From an optimization exercise on the open Yosys and OpenROAD flow, aimed at small area, a short achievable clock period and few clock cycles; shortcuts taken in it are not production practice.
Only simulation tests tie the RTL to the original design; equivalence was not proved.
Power is estimated from default activity; no workload was simulated.

// cnc_motion_core
module cnc_motion_core (
    input  wire        clk,
    input  wire        rst,
    input  wire        op_valid,
    output wire        op_ready,
    input  wire [1:0]  op_code,
    input  wire        op_offer,
    input  wire [8:0]  op_addr,
    input  wire [31:0] cmd_dx,
    input  wire [31:0] cmd_dy,
    input  wire [31:0] cmd_dz,
    input  wire [31:0] cmd_speed,
    output reg         rsp_valid,
    output wire        rsp_halted,
    output reg         rsp_consumed,
    output reg  [31:0] rsp_data,
    output wire [2:0]  step,
    output wire [2:0]  dir
);
For scale: about 5,300 cells after synthesis, ~190 I/O pins, ~47,000 µm² of cells after synthesis.
Settings: LEC_CHECK=0, CAP_MARGIN=20, CORE_MARGIN=2, CORE_UTILIZATION=45, PLACE_DENSITY=0.65, SLEW_MARGIN=20; clock period 16.0 ns.
standard.sh (not shown) runs the stock make flow with config.mk's settings and CLKGATE_MAP_FILE= SYNTH_SCRIPT=/design/flow/synth_recipe.tcl, a recipe that flattens the netlist after the stock synthesis.
==> flow/flow/run.sh <==
#!/bin/bash
# The standard layout (the standard.sh, standard synthesis included),
# with ORFS's timing repair asked to aim for a larger setup slack than the
# default, so that it works on paths that already meet the clock.
set -euo pipefail
bash standard.sh 'BUFFER_PORTS_ARGS=-buffer_cell sky130_fd_sc_hd__buf_4' SETUP_SLACK_MARGIN=11 finish > flow_make.log 2>&1
Testbench counts at the start, summed over its fixed seeds: cycles 502,958.
==> next run, changes <==
--- a/flow/design.v
+++ b/flow/design.v
@@ -237,27 +237,22 @@
     reg        smon_p;            
     reg [1:0]  smon_slot;
     assign rsp_halted = halted;
     assign op_ready   = rdy;
     assign step = pulse;
     assign dir  = dirp;
     wire [2:0] ax_on;
     wire [2:0] ax_pdue;           
-    wire [3:0] ax_quiet;
-    assign ax_quiet[3] = 1'b1;
     genvar g;
     generate
         for (g = 0; g < 3; g = g + 1) begin : gen_ax
             assign ax_on[g]   = (rem[g] == 32'd0) && !sched[g];
             assign ax_pdue[g] = pend[g] && sched[g] && (cnt[g][19:2] == 18'd0) &&
                                 (cnt[g][1:0] != 2'd3);
-            assign ax_quiet[g] = ax_on[g] ||
-                                 (sched[g] && !(lo[g] ? (cnt[g][19:2] == 18'd0 && cnt[g][1:0] != 2'd3)
-                                                      : (cnt[g] == 20'd0)));
         end
     endgenerate
     wire all_on = &ax_on;
     wire pdue   = |ax_pdue;
     function [31:0] sel32;
         input [2:0] oh;
         input [31:0] a0, a1, a2;
         begin
@@ -331,17 +326,17 @@
     wire [5:0] sq_nj  = (dax == 2'd2) ? dj + 6'd1 : dj;
     wire accept  = op_valid && rdy;
     wire run_op  = accept && !halted;
     wire do_tick = run_op && (op_code == OP_TICK);
     wire [1:0] ps = smon_p ? smon_slot : rr_slot;
     wire poll_live = (qlen != 2'd0) && (ps != 2'd3);
     wire own_c = rt || dst == D_ABS || dst == D_OVF || dst == D_CHK || dst == D_SQ ||
                  ((dst == A_INIT || dst == B_INIT) && dax != 2'd3 && mov[dax]) ||
-                 dst == B_W2A || dst == B_W2;
+                 dst == B_W1 || dst == B_W2A || dst == B_W2;
     wire smon_go   = smon_p && !own_c && !pdue;
     wire tick_poll = do_tick && poll_live;
     wire smon_poll = smon_go && poll_live;
     wire poll_wr   = tick_poll || smon_poll;
     wire       q0       = (qlen == 2'd0);
     wire       q1n      = (qlen == 2'd1);
     wire       q2       = (qlen == 2'd2);
     wire       take     = op_offer && !q2;
@@ -351,28 +346,23 @@
     wire [6:0]  rom_t;
     ramp_rom u_rd_rom (.addr(op_addr[7:0]), .t(rom_t));
     reg  [31:0] rd_val;
     always @(*) begin
         case (op_addr[3:0])
             4'd0: rd_val = pos[0];
             4'd1: rd_val = pos[1];
             4'd2: rd_val = pos[2];
-            4'd3: rd_val = pos[0];
-            4'd4: rd_val = pos[1];
-            4'd5: rd_val = pos[2];
             4'd6: rd_val = {22'd0, qlen, 3'd0, halted, fault_cause, fault_axis};
             default: rd_val = 32'd0;
         endcase
         if (op_addr[8]) rd_val = {25'd0, rom_t};
     end
-    wire [2:0] rem_nz = {rem[2] != 32'd0, rem[1] != 32'd0, rem[0] != 32'd0};
-    wire rd_tgt = !op_addr[8] && ((op_addr[3:0] == 4'd3 && rem_nz[0]) ||
-                                  (op_addr[3:0] == 4'd4 && rem_nz[1]) ||
-                                  (op_addr[3:0] == 4'd5 && rem_nz[2]));
+    wire rd_tgt = !op_addr[8] && (op_addr[3:0] == 4'd3 || op_addr[3:0] == 4'd4 ||
+                                  op_addr[3:0] == 4'd5);
     reg [4:0] dst_n;
     reg [1:0] dax_n, rr_n, qlen_n, smon_slot_n, rt_ax_n, cause_n, faxis_n;
     reg [2:0] mov_n;
     reg       rt_n, smon_p_n, fast_n, halted_n, rsp_valid_n, dec_go;
     reg [4:0] dst_dn;             
     always @(*) begin
         dst_n       = dst;
         dax_n       = dax;
@@ -392,17 +382,17 @@
         if (accept) begin
             case (op_code)
                 OP_TICK: begin
                     if (!halted) rr_n = rr_slot + 2'd1;
                     rsp_valid_n = 1'b1;
                 end
                 OP_SMON: begin
                     smon_slot_n = op_addr[1:0];
-                    if (halted || qlen == 2'd0 || ax_quiet[op_addr[1:0]])
+                    if (halted || qlen == 2'd0 || op_addr[1:0] == 2'd3)
                         rsp_valid_n = 1'b1;
                     else
                         smon_p_n = 1'b1;
                 end
                 OP_READ: begin
                     rt_ax_n = op_addr[1:0] + 2'd1;
                     if (rd_tgt) rt_n = 1'b1;
                     else        rsp_valid_n = 1'b1;
@@ -527,17 +517,17 @@
                 end
                 default: ;
             endcase
         end
         dst_dn = dst_n;
         if (dec_go) dst_n = D_LD;
     end
     wire steal_n = ((dst_dn == A_INIT || dst_dn == B_INIT) && dax_n != 2'd3 && mov_n[dax_n]) ||
-                   dst_dn == B_W2A || dst_dn == B_W2;
+                   dst_dn == B_W1 || dst_dn == B_W2A || dst_dn == B_W2;
     wire own_n   = rt_n || dst_dn == D_ABS || dst_dn == D_OVF || dst_dn == D_CHK ||
                    dst_dn == D_SQ || steal_n;
     wire [1:0] sqn_n = (dax_n == 2'd2) ? 2'd0 : dax_n + 2'd1;
     wire [1:0] xi_n  = rt_n ? rt_ax_n : (dst_dn == D_SQ) ? sqn_n : dax_n;
     wire [1:0] ps_n  = smon_p_n ? smon_slot_n : rr_n;
     wire [1:0] ra_n  = own_n ? xi_n : ((ps_n == 2'd3) ? 2'd0 : ps_n);
     wire xa_pos_n = rt_n || dst_dn == D_OVF;
     wire xinv_n   = rt_n ? !dirp[rt_ax_n] :
Design area drops by 1.4%.
Power climbs by 12%.
Die area drops by 0.83%.
Worst setup slack improves by 0.071 ns.
Non-clock buffer count drops by 28.
Testbench counts after the change, summed over its fixed seeds: cycles 517,048.

==> port drivers added, routing unchanged <==
No port has a modelled driver above. Below, the same layouts with a new extraction and two added sets of constraints. Step 1 (the two cells are an assumption about what drives the block):
set clk [get_ports {clk}]
set_driving_cell -lib_cell sky130_fd_sc_hd__clkbuf_16 $clk
set_driving_cell -lib_cell sky130_fd_sc_hd__buf_2 [delete_from_list [all_inputs] $clk]
Step 2, shift: input delay + t, output delay - t, t = (earliest + latest rising clock arrival at the registers) / 2. This alone moves slack from input paths to output paths. a / b / c = no drivers / after step 1 / after step 2; a / b = the first two.
| run | t (ns) | setup WS [ns] | clock arrival spread, ns | slew at the worst register clock pin (ns) | cell pins on the clock port's net |
|---|---|---|---|---|---|
| the first run | 0.747 | 10.914 / 10.934 / 10.187 | 0.032 / 0.032 | 0.07 / 0.07 | 1 |
| the second run | 0.764 | 10.985 / 11.025 / 10.261 | 0.036 / 0.036 | 0.07 / 0.07 | 1 |
After both steps every run listed still meets setup and hold. The setup slack of the first run, which loses most, moves by +0.020 ns with the drivers and by -0.727 ns with both steps.
